From an optimization exercise on the open Yosys and OpenROAD flow, aimed at a short achievable clock period and few clock cycles; shortcuts taken in it are not production practice. Only simulation tests tie the RTL to the original design; equivalence was not proved.

### design/flow/run.sh
#!/bin/bash
# synth_recipe.tcl (not shown) runs the flow's synth.tcl, then flattens the netlist and writes it again
# the make line also repeats each setting of config.mk as NAME=value (left out here)
make -C /OpenROAD-flow-scripts/flow DESIGN_CONFIG=/design/flow/config.mk WORK_HOME=/design/flow/orfs CLKGATE_MAP_FILE= SYNTH_SCRIPT=/design/flow/synth_recipe.tcl finish
### design/flow/config.mk
export PLATFORM = sky130hd
export DESIGN_NAME = ovge
export DESIGN_NICKNAME = ovge
export VERILOG_FILES = /design/flow/design.v
export SDC_FILE = /design/flow/constraint.sdc
export NUM_CORES = 4
export LEC_CHECK = 0
export CAP_MARGIN = 20
export CORE_MARGIN = 2
export CORE_UTILIZATION = 40
export PLACE_DENSITY = 0.6
export SLEW_MARGIN = 20
### design/flow/constraint.sdc
create_clock -name core_clock -period 24.0 [get_ports {clk}]
set_input_delay 4.8000 -clock core_clock [delete_from_list [all_inputs] [get_ports {clk}]]
set_output_delay 4.8000 -clock core_clock [all_outputs]
set_load 0.01 [all_outputs]
### design/flow/design.v
module ovge (
    input  wire        clk,
    input  wire        rst,           
    input  wire        cmd_valid,
    output wire        cmd_ready,
    input  wire [39:0] cmd_data,
    input  wire        db_valid,
    input  wire [8:0]  nseg,
    output reg  [15:0] wt_addr,
    input  wire [15:0] wt_data,
    output reg  [7:0]  seg_addr,
    input  wire [26:0] seg_data,
    output wire [31:0] sample_out,
    output wire [7:0]  status,
    output wire [43:0] lasterr,
    output wire [7:0]  live
);
    localparam POOL   = 10;
    localparam QDEPTH = 16;
    localparam GL     = 64;
    localparam XLT    = 240;                   
    localparam [32:0] WRAP = 33'd524288000;    
    localparam [31:0] FREQ_RESET = 32'h00C80000;  
    localparam S_IDLE   = 4'd0;
    localparam S_STEP0  = 4'd1;
    localparam S_STEP3  = 4'd2;
    localparam S_STEP4  = 4'd3;
    localparam S_STEP5  = 4'd4;
    localparam S_NSWAIT = 4'd5;
    localparam S_NSLOAD = 4'd6;
    localparam S_MIX    = 4'd7;
    localparam S_W1     = 4'd8;
    localparam S_D1     = 4'd9;
    localparam S_W2     = 4'd10;
    localparam S_D2     = 4'd11;
    localparam S_ACC    = 4'd12;
    reg [3:0]  state;
    reg [3:0]  ns_ret;          
    reg [31:0] freq;
    reg [31:0] phase_r;
    reg        seg_act;         
    reg [9:0]  cur_nf;
    reg        cur_long;
    reg [15:0] cur_off;
    reg [15:0] seg_time;
    reg [9:0]  old_nf;
    reg [15:0] old_off;
    reg [15:0] old_time;
    reg [7:0]  xfade;
    reg        xramp;
    reg [31:0] note_ons;
    reg [31:0] note_offs;
    reg [3:0]  next_grain;
    reg [8:0]  q_mem [0:QDEPTH-1];   
    reg [3:0]  q_head;
    reg [3:0]  q_tail;
    reg [4:0]  q_cnt;
    reg [POOL-1:0] g_act;
    reg [6:0]  g_rp   [0:POOL-1];
    reg [15:0] g_off1 [0:POOL-1];
    reg [15:0] g_off2 [0:POOL-1];
    reg [7:0]  g_mix  [0:POOL-1];
    reg [5:0]  status_r;
    reg [43:0] lasterr_r;
    reg [31:0] sample_r;
    reg [3:0]  slot;
    reg signed [31:0] acc;
    reg signed [15:0] s1;
    reg signed [15:0] s2;
    reg [39:0] tick_cmd;
    assign cmd_ready  = (state == S_IDLE);
    assign sample_out = sample_r;
    assign status     = {2'b00, status_r};
    assign lasterr    = lasterr_r;
    assign live       = {2'b00, db_valid, |g_act, xfade != 8'd0,
                         q_cnt == QDEPTH, q_cnt == 5'd0, seg_act};
    wire [7:0]  op  = cmd_data[39:32];
    wire [31:0] arg = cmd_data[31:0];
    wire        accept = cmd_valid && cmd_ready;
    wire [8:0]  nseg_eff = db_valid ? nseg : 9'd0;
    wire        q_gap    = (arg == 32'hFFFFFFFF);
    wire        q_inrange = q_gap || (arg < {23'd0, nseg_eff});
    wire signed [17:0] seg_thr  = $signed({3'b000, cur_nf, 5'b00000}) - 18'sd240;
    wire               boundary = $signed({2'b00, seg_time}) >= seg_thr;
    wire [32:0] phase_sum = {1'b0, phase_r} + {1'b0, freq};
    wire        wrap      = phase_sum >= WRAP;
    wire [10:0] cur_fidx  = seg_time[15:5];
    wire [10:0] old_fidx  = old_time[15:5] % {1'b0, old_nf};
    wire [15:0] trig_off1 = cur_off + {cur_fidx[9:0], 6'b000000};
    wire [15:0] trig_off2 = (xfade != 8'd0) ? old_off + {old_fidx[9:0], 6'b000000}
                                            : trig_off1;
    wire [7:0]         cur_mix = g_mix[slot];
    wire signed [26:0] mix_num = s1 * $signed({1'b0, 8'd240 - cur_mix})
                               + s2 * $signed({1'b0, cur_mix});
    wire signed [26:0] mix_y   = mix_num / 27'sd240;
    reg        ns_go;
    reg [3:0]  ns_next;         
    always @(*) begin
        ns_go   = 1'b0;
        ns_next = S_STEP3;
        case (state)
            S_STEP0: begin
                ns_go   = db_valid && !seg_act && note_ons != 32'd0 && q_cnt != 5'd0;
                ns_next = S_STEP3;
            end
            S_STEP3: begin
                ns_go   = seg_act && note_offs != 32'd0 && cur_long;
                ns_next = S_STEP4;
            end
            S_STEP4: begin
                ns_go   = seg_act && boundary && !cur_long;
                ns_next = S_STEP5;
            end
            default: ;
        endcase
    end
    wire [8:0] q_head_ent = q_mem[q_head];
    integer i;
    always @(posedge clk) begin
        if (rst) begin
            state      <= S_IDLE;
            ns_ret     <= S_STEP3;
            freq       <= FREQ_RESET;
            phase_r    <= 32'd0;
            seg_act    <= 1'b0;
            cur_nf     <= 10'd0;
            cur_long   <= 1'b0;
            cur_off    <= 16'd0;
            seg_time   <= 16'd0;
            old_nf     <= 10'd0;
            old_off    <= 16'd0;
            old_time   <= 16'd0;
            xfade      <= 8'd0;
            xramp      <= 1'b0;
            note_ons   <= 32'd0;
            note_offs  <= 32'd0;
            next_grain <= 4'd0;
            q_head     <= 4'd0;
            q_tail     <= 4'd0;
            q_cnt      <= 5'd0;
            g_act      <= {POOL{1'b0}};
            for (i = 0; i < POOL; i = i + 1) begin
                g_rp[i]   <= 7'd0;
                g_off1[i] <= 16'd0;
                g_off2[i] <= 16'd0;
                g_mix[i]  <= 8'd0;
            end
            status_r   <= 6'd0;
            lasterr_r  <= 44'd0;
            sample_r   <= 32'd0;
            slot       <= 4'd0;
            acc        <= 32'sd0;
            wt_addr    <= 16'd0;
            seg_addr   <= 8'd0;
            tick_cmd   <= 40'd0;
        end else begin
            case (state)
                S_IDLE: if (accept) begin
                    case (op)
                        8'h00: begin
                            tick_cmd <= cmd_data;
                            state    <= S_STEP0;
                        end
                        8'h01: freq <= arg;
                        8'h02: begin
                            if (!q_inrange) begin
                                status_r[1] <= 1'b1;
                                lasterr_r   <= {1'b1, 3'd1, cmd_data};
                            end else if (q_cnt == QDEPTH) begin
                                status_r[2] <= 1'b1;
                                lasterr_r   <= {1'b1, 3'd2, cmd_data};
                            end else begin
                                q_mem[q_tail] <= {q_gap, arg[7:0]};
                                q_tail <= q_tail + 4'd1;
                                q_cnt  <= q_cnt + 5'd1;
                            end
                        end
                        8'h03: begin
                            if (note_ons == 32'hFFFFFFFF) begin
                                status_r[3] <= 1'b1;
                                lasterr_r   <= {1'b1, 3'd3, cmd_data};
                            end else
                                note_ons <= note_ons + 32'd1;
                        end
                        8'h04: begin
                            if (note_offs == 32'hFFFFFFFF) begin
                                status_r[3] <= 1'b1;
                                lasterr_r   <= {1'b1, 3'd3, cmd_data};
                            end else
                                note_offs <= note_offs + 32'd1;
                        end
                        8'h05: begin
                            status_r <= status_r & ~arg[5:0];
                            if (arg[8])
                                lasterr_r <= 44'd0;
                        end
                        8'h06, 8'h07: begin
                            status_r[5] <= 1'b1;
                            lasterr_r   <= {1'b1, 3'd5, cmd_data};
                        end
                        default: begin
                            status_r[0] <= 1'b1;
                            lasterr_r   <= {1'b1, 3'd0, cmd_data};
                        end
                    endcase
                end
                S_STEP0: begin
                    if (!db_valid) begin
                        status_r[4] <= 1'b1;
                        lasterr_r   <= {1'b1, 3'd4, tick_cmd};
                        sample_r    <= 32'd0;
                        state       <= S_IDLE;
                    end else if (!seg_act && note_ons == 32'd0) begin
                        sample_r <= 32'd0;
                        state    <= S_IDLE;
                    end else if (!seg_act && q_cnt == 5'd0) begin
                        sample_r <= 32'd0;
                        state    <= S_IDLE;
                    end else if (!seg_act) begin
                        note_ons <= note_ons - 32'd1;
                    end else begin
                        state <= S_STEP3;
                    end
                end
                S_STEP3: begin
                    if (ns_go)
                        note_offs <= note_offs - 32'd1;
                    else
                        state <= S_STEP4;
                end
                S_STEP4: begin
                    if (seg_act && boundary && cur_long)
                        seg_time <= 16'd0;
                    if (!ns_go)
                        state <= S_STEP5;
                end
                S_NSWAIT: state <= S_NSLOAD;
                S_NSLOAD: begin
                    cur_long <= seg_data[26];
                    cur_nf   <= seg_data[25:16];
                    cur_off  <= seg_data[15:0];
                    state    <= ns_ret;
                end
                S_STEP5: begin
                    if (wrap) begin
                        phase_r <= phase_sum[31:0] - WRAP[31:0];
                        if (seg_act) begin
                            g_act[next_grain]  <= 1'b1;
                            g_rp[next_grain]   <= 7'd0;
                            g_off1[next_grain] <= trig_off1;
                            g_off2[next_grain] <= trig_off2;
                            g_mix[next_grain]  <= xfade;
                            next_grain <= (next_grain == POOL - 1) ? 4'd0 : next_grain + 4'd1;
                        end
                    end else begin
                        phase_r <= phase_sum[31:0];
                    end
                    if (seg_time != 16'hFFFF)
                        seg_time <= seg_time + 16'd1;
                    if (old_time != 16'hFFFF)
                        old_time <= old_time + 16'd1;
                    if (xramp) begin
                        if (xfade <= 8'd1) begin
                            xfade <= 8'd0;
                            xramp <= 1'b0;
                        end else
                            xfade <= xfade - 8'd1;
                    end
                    slot  <= 4'd0;
                    acc   <= 32'sd0;
                    state <= S_MIX;
                end
                S_MIX: begin
                    if (slot == POOL) begin
                        sample_r <= acc;
                        state    <= S_IDLE;
                    end else if (!g_act[slot]) begin
                        slot <= slot + 4'd1;
                    end else begin
                        wt_addr <= g_off1[slot] + {9'd0, g_rp[slot]};
                        state   <= S_W1;
                    end
                end
                S_W1: state <= S_D1;
                S_D1: begin
                    s1 <= wt_data;
                    s2 <= wt_data;
                    if (g_mix[slot] != 8'd0) begin
                        wt_addr <= g_off2[slot] + {9'd0, g_rp[slot]};
                        state   <= S_W2;
                    end else
                        state <= S_ACC;
                end
                S_W2: state <= S_D2;
                S_D2: begin
                    s2    <= wt_data;
                    state <= S_ACC;
                end
                S_ACC: begin
                    acc <= acc + {{5{mix_y[26]}}, mix_y};
                    g_rp[slot] <= g_rp[slot] + 7'd1;
                    if (g_rp[slot] == GL - 1)
                        g_act[slot] <= 1'b0;
                    slot  <= slot + 4'd1;
                    state <= S_MIX;
                end
                default: state <= S_IDLE;
            endcase
            if (ns_go) begin
                if (q_cnt == 5'd0) begin
                    seg_act <= 1'b0;
                    cur_nf  <= 10'd0;
                    state   <= ns_next;
                end else begin
                    q_head   <= q_head + 4'd1;
                    q_cnt    <= q_cnt - 5'd1;
                    old_nf   <= cur_nf;
                    old_off  <= cur_off;
                    old_time <= seg_time;
                    seg_time <= 16'd0;
                    if (seg_act) begin
                        xfade <= XLT;
                        xramp <= 1'b1;
                    end else begin
                        xfade <= 8'd0;
                        xramp <= 1'b0;
                    end
                    if (q_head_ent[8]) begin
                        seg_act  <= 1'b0;
                        cur_nf   <= 10'd0;
                        cur_long <= 1'b0;
                        cur_off  <= 16'd0;
                        state    <= ns_next;
                    end else begin
                        seg_act  <= 1'b1;
                        seg_addr <= q_head_ent[7:0];
                        ns_ret   <= ns_next;
                        state    <= S_NSWAIT;
                    end
                end
            end
        end
    end
endmodule
==> results.yml <==
run_status:
  status: "complete, no violations"
cts:
  cts_tree: "done"
  cts.htree.levels: 4
  clk_latency_ns: 0.83
  clockRootBuffer: "clkbuf_16"
  clkTransAtPathRegs_ns: 0.06
  cts_inserted_buffers: 150
  clk_path_buf_depth: 3
  ctsHoldBuffers: 0
  numClockSinks: 1375
floorplanning:
  dieHeight_um: 450
  core_um2: 197000
  rows: 163
  initial_core_util_pct: 40.2
  die_width_um: 450
  die-area_um2: 202000
  boundaryPins: 213
placement:
  dpl.hpwl_um: 147000
  dp_slack_ns: -0.235
  routabilityCongestion: 0.863
  place_area_um2: 84400
  dp_cells: 10000
  portBuffers: 208
yosys:
  ys_seq_area_share_pct: 46.3
  muxShareOfSynthArea_pct: 8.78
  async_flop_share_pct: 0
  synthXorXnorAreaFrac_pct: 2.67
  yosys.area.top_type: "edfxtp_1"
  synth_ff_type: "edfxtp_1"
  synth_edf_count: 928
  syn_inst: 7434
  synth_cell_types: 124
  ys_top_cells_by_area: "edfxtp_1 (35%), dfxtp_1 (11%), mux4_2 (8.0%)"
  ys_warn_count: 1
  synthAdderAreaFrac_pct: 12.1
  avgSynthCellArea_um2: 10.7
  synth_area_um2: 79400
  synth-simple-area-share_pct: 14.6
  synth_top_area_share_pct: 35.1
  synth-compound-area-share_pct: 10.8
  ys_ff_latch: 1375
  synth_top_family_by_area: "simple AND/OR/NAND/NOR gates"
timing:
  worst_slew_pin_slew_ns: 1.16
  slew_viol_final: 0
  slew_headroom_pct: 21.9
  period_share_pct: 94.3
  fin_worst_skew_ns: 0.0800
  fin_crit_ns: 22.63
  setup_ws_ns: 1.37
  finalSetupViolCount: 0
  fmax_mhz: 44.2
  finalHoldViolCount: 0
global_route:
  antenna_found_initial: 1
  grt_pass1_wl_um: 338000
  grt_pass1_vias: 57000
  overflow: 0
  grt_max_degree: 174
  track_usage_pct: 21.4
drt:
  vias_per_cell: 5.56
  drtIter0Drc: 4680
  firstDrtPassIters: 6
  num_vias: 57400
  ant_nets: 0
  routedWlPerCell_um: 21.3
  drc: 0
  wl_um: 220000
worst_setup_path:
  critical_path_class: "register to register"
  cp-start-kind: "register"
  crit_fanout: 16
  rrSetupSlack_ns: 1.37
  cpMostUsedCell: "o21ai_0"
  crit_slowest_cell: "mux4_2"
  worstPathRequired_ns: 24.66
  arrival_ns: 23.29
  max_stage_delay_ns: 0.67
  end_kind: "register"
hold_path:
  hp-class: "register to register"
final_layout:
  syn_to_final_growth_pct: 13.5
  finalNetCount: 8256
  stdcell_count: 10300
  design_area_um2: 90200
  drive_above_1_share_pct: 11.1
  fin_util_pct: 45.7
flow_run:
  maxCapViolCount: 0
[through the flow]
stage,setup TNS [ns],hold slack [ns]
finish,0,0.454
global route,-0.101,0.470
CTS,0,0.454
detailed placement,-3.60,0.446
global placement,0,0.442
floorplan,0,0.436
[repair_timing]
item / in CTS / in global routing
buffers inserted: 0 / 35
gates cloned: 0 / 2
gates resized for setup: 4 / 83
pin swaps: 0 / 16
endpoints found under the setup margin: 43 / 172
[worst paths after layout]
check,cells after the start,from,to
max reg2reg,88,register,acc[30]$_SDFFE_PP0N_
min reg2reg,2,tick_cmd[21]$_SDFFE_PP0P_,tick_cmd[21]$_SDFFE_PP0P_
max,88,register,acc[30]$_SDFFE_PP0N_
min,2,tick_cmd[21]$_SDFFE_PP0P_,tick_cmd[21]$_SDFFE_PP0P_
[kinds of logic (layout without fill, tap and decap cells)]
logic type / count (synthesis) / count (layout)
other cells: 1 / 5
mux: 342 / 343
simple gates: 2559 / 2559
xor+xnor: 240 / 240
flops: 1375 / 1375
fa+ha+maj: 611 / 611
buf+inv: 981 / 1216
compound gates: 1325 / 1326
[metal layers]
metal  vias to the layer above  GRT usage (%)  routed length (um)
met1                     28800           27.9               93900
li1                      26700              -                   -
met3                       346           2.98               11200
met2                      1548           36.6              108000
met4                         0           6.74                6840
met5                         -              0                   0
[area by class of cell]
| type | instances | area (um2) |
|---|---|---|
| Timing Repair Buffer | 346 | 3180 |
| Tap cell | 2640 | 3300 |
| Fill cell | 18200 | 107000 |
| Clock buffer | 213 | 4230 |
| Clock inverter | 64 | 796 |
| Multi-Input combinational cell | 5083 | 39600 |
| Antenna cell | 1 | 2.50 |
| Inverter | 593 | 2230 |
| Sequential cell | 1375 | 36800 |
[worst max-delay path, delay by kind of cell, from the launching register on]
family                     cells  cell delay (ns)
adders and majority gates      9             4.05
AOI/OAI and AO/OA             48            10.82
DFF                            1             0.45
buffers and inverters          8             1.08
and+or+nand+nor               14             3.41
muxes                          4             1.83
xor gates and xnor gates       5             0.76
[synth_stat cells (46+ instances only)]
cell type  number
edfxtp_1      928
a21oi_1       513
inv_1         591
nand3_1       140
mux2i_1        47
nor2_1        902
xnor2_1       174
dfxtp_1       447
and2_1        172
nand2_1       797
xor2_1         63
a211oi_1       46
clkbuf_1      334
a311oi_1       56
fa_1          257
o21a_1         53
nor4_1         58
ha_1          354
and3_1         59
nand2b_1       54
o21ai_0       226
nand4_1        65
nor3_1        142
mux4_2        282
[layout by cell type, fill, tap and decap left out, types with 32 or more instances in the layout]
cell             synthesis  final
a211oi_1                46     44
a21o_1                  44     43
a21oi_1                513    504
a311oi_1                56     54
and2_1                 172    171
and3_1                  59     58
buf_4                   10    133
clkbuf_1               334     39
clkbuf_16                0    150
clkdlybuf4s50_1          0    207
dfxtp_1                447    442
edfxtp_1               928    928
fa_1                   257    257
ha_1                   354    353
inv_1                  591    587
mux2i_1                 47     45
mux4_2                 282    282
nand2_1                797    786
nand2b_1                54     52
nand3_1                140    132
nand4_1                 65     65
nor2_1                 902    893
nor2b_1                 40     40
nor3_1                 142    137
nor4_1                  58     53
o211ai_1                34     34
o21a_1                  53     53
o21ai_0                226    218
o31ai_1                 36     34
or3_1                   34     32
xnor2_1                174    170
xor2_1                  63     60
[state kept, by name, summed over array words and instances, names as in the netlist, 16 cells and up, named ones only]
register	flops
q_mem	144
old_off	16
g_off2	256
wt_addr	16
acc	32
g_mix	128
lasterr_r	44
g_off1	256
phase_r	32
tick_cmd	40
old_time	16
seg_time	16
g_rp	112
cur_off	16
freq	32
s1	16
s2	16
note_offs	32
note_ons	32
sample_r	32
Testbench counts, summed over its fixed seeds: cycles 2,361,403.

-- re-timing with driven ports --
How much do the figures lean on ideal ports? The routed layout below was timed once more, with nothing changed but the port constraints. Step 1 assumes that a clkbuf_16 drives the clock port and a buf_2 every other input. Step 2 also shifts input and output timing later by t, the mid clock arrival at the registers, as if the neighbouring blocks saw the same clock. Slacks: ideal / step 1 / step 2; pairs: ideal / step 1.
shift t [ns]: 0.870
slack for setup (ns): 1.366 / 1.366 / 1.366
hold slack, ns: 0.454 / 0.454 / 0.454
worst setup path after step 2: register to register
After both steps setup and hold are still met in this run. The setup slack of this run moves by 0.000 ns with the drivers and by 0.000 ns with both steps.
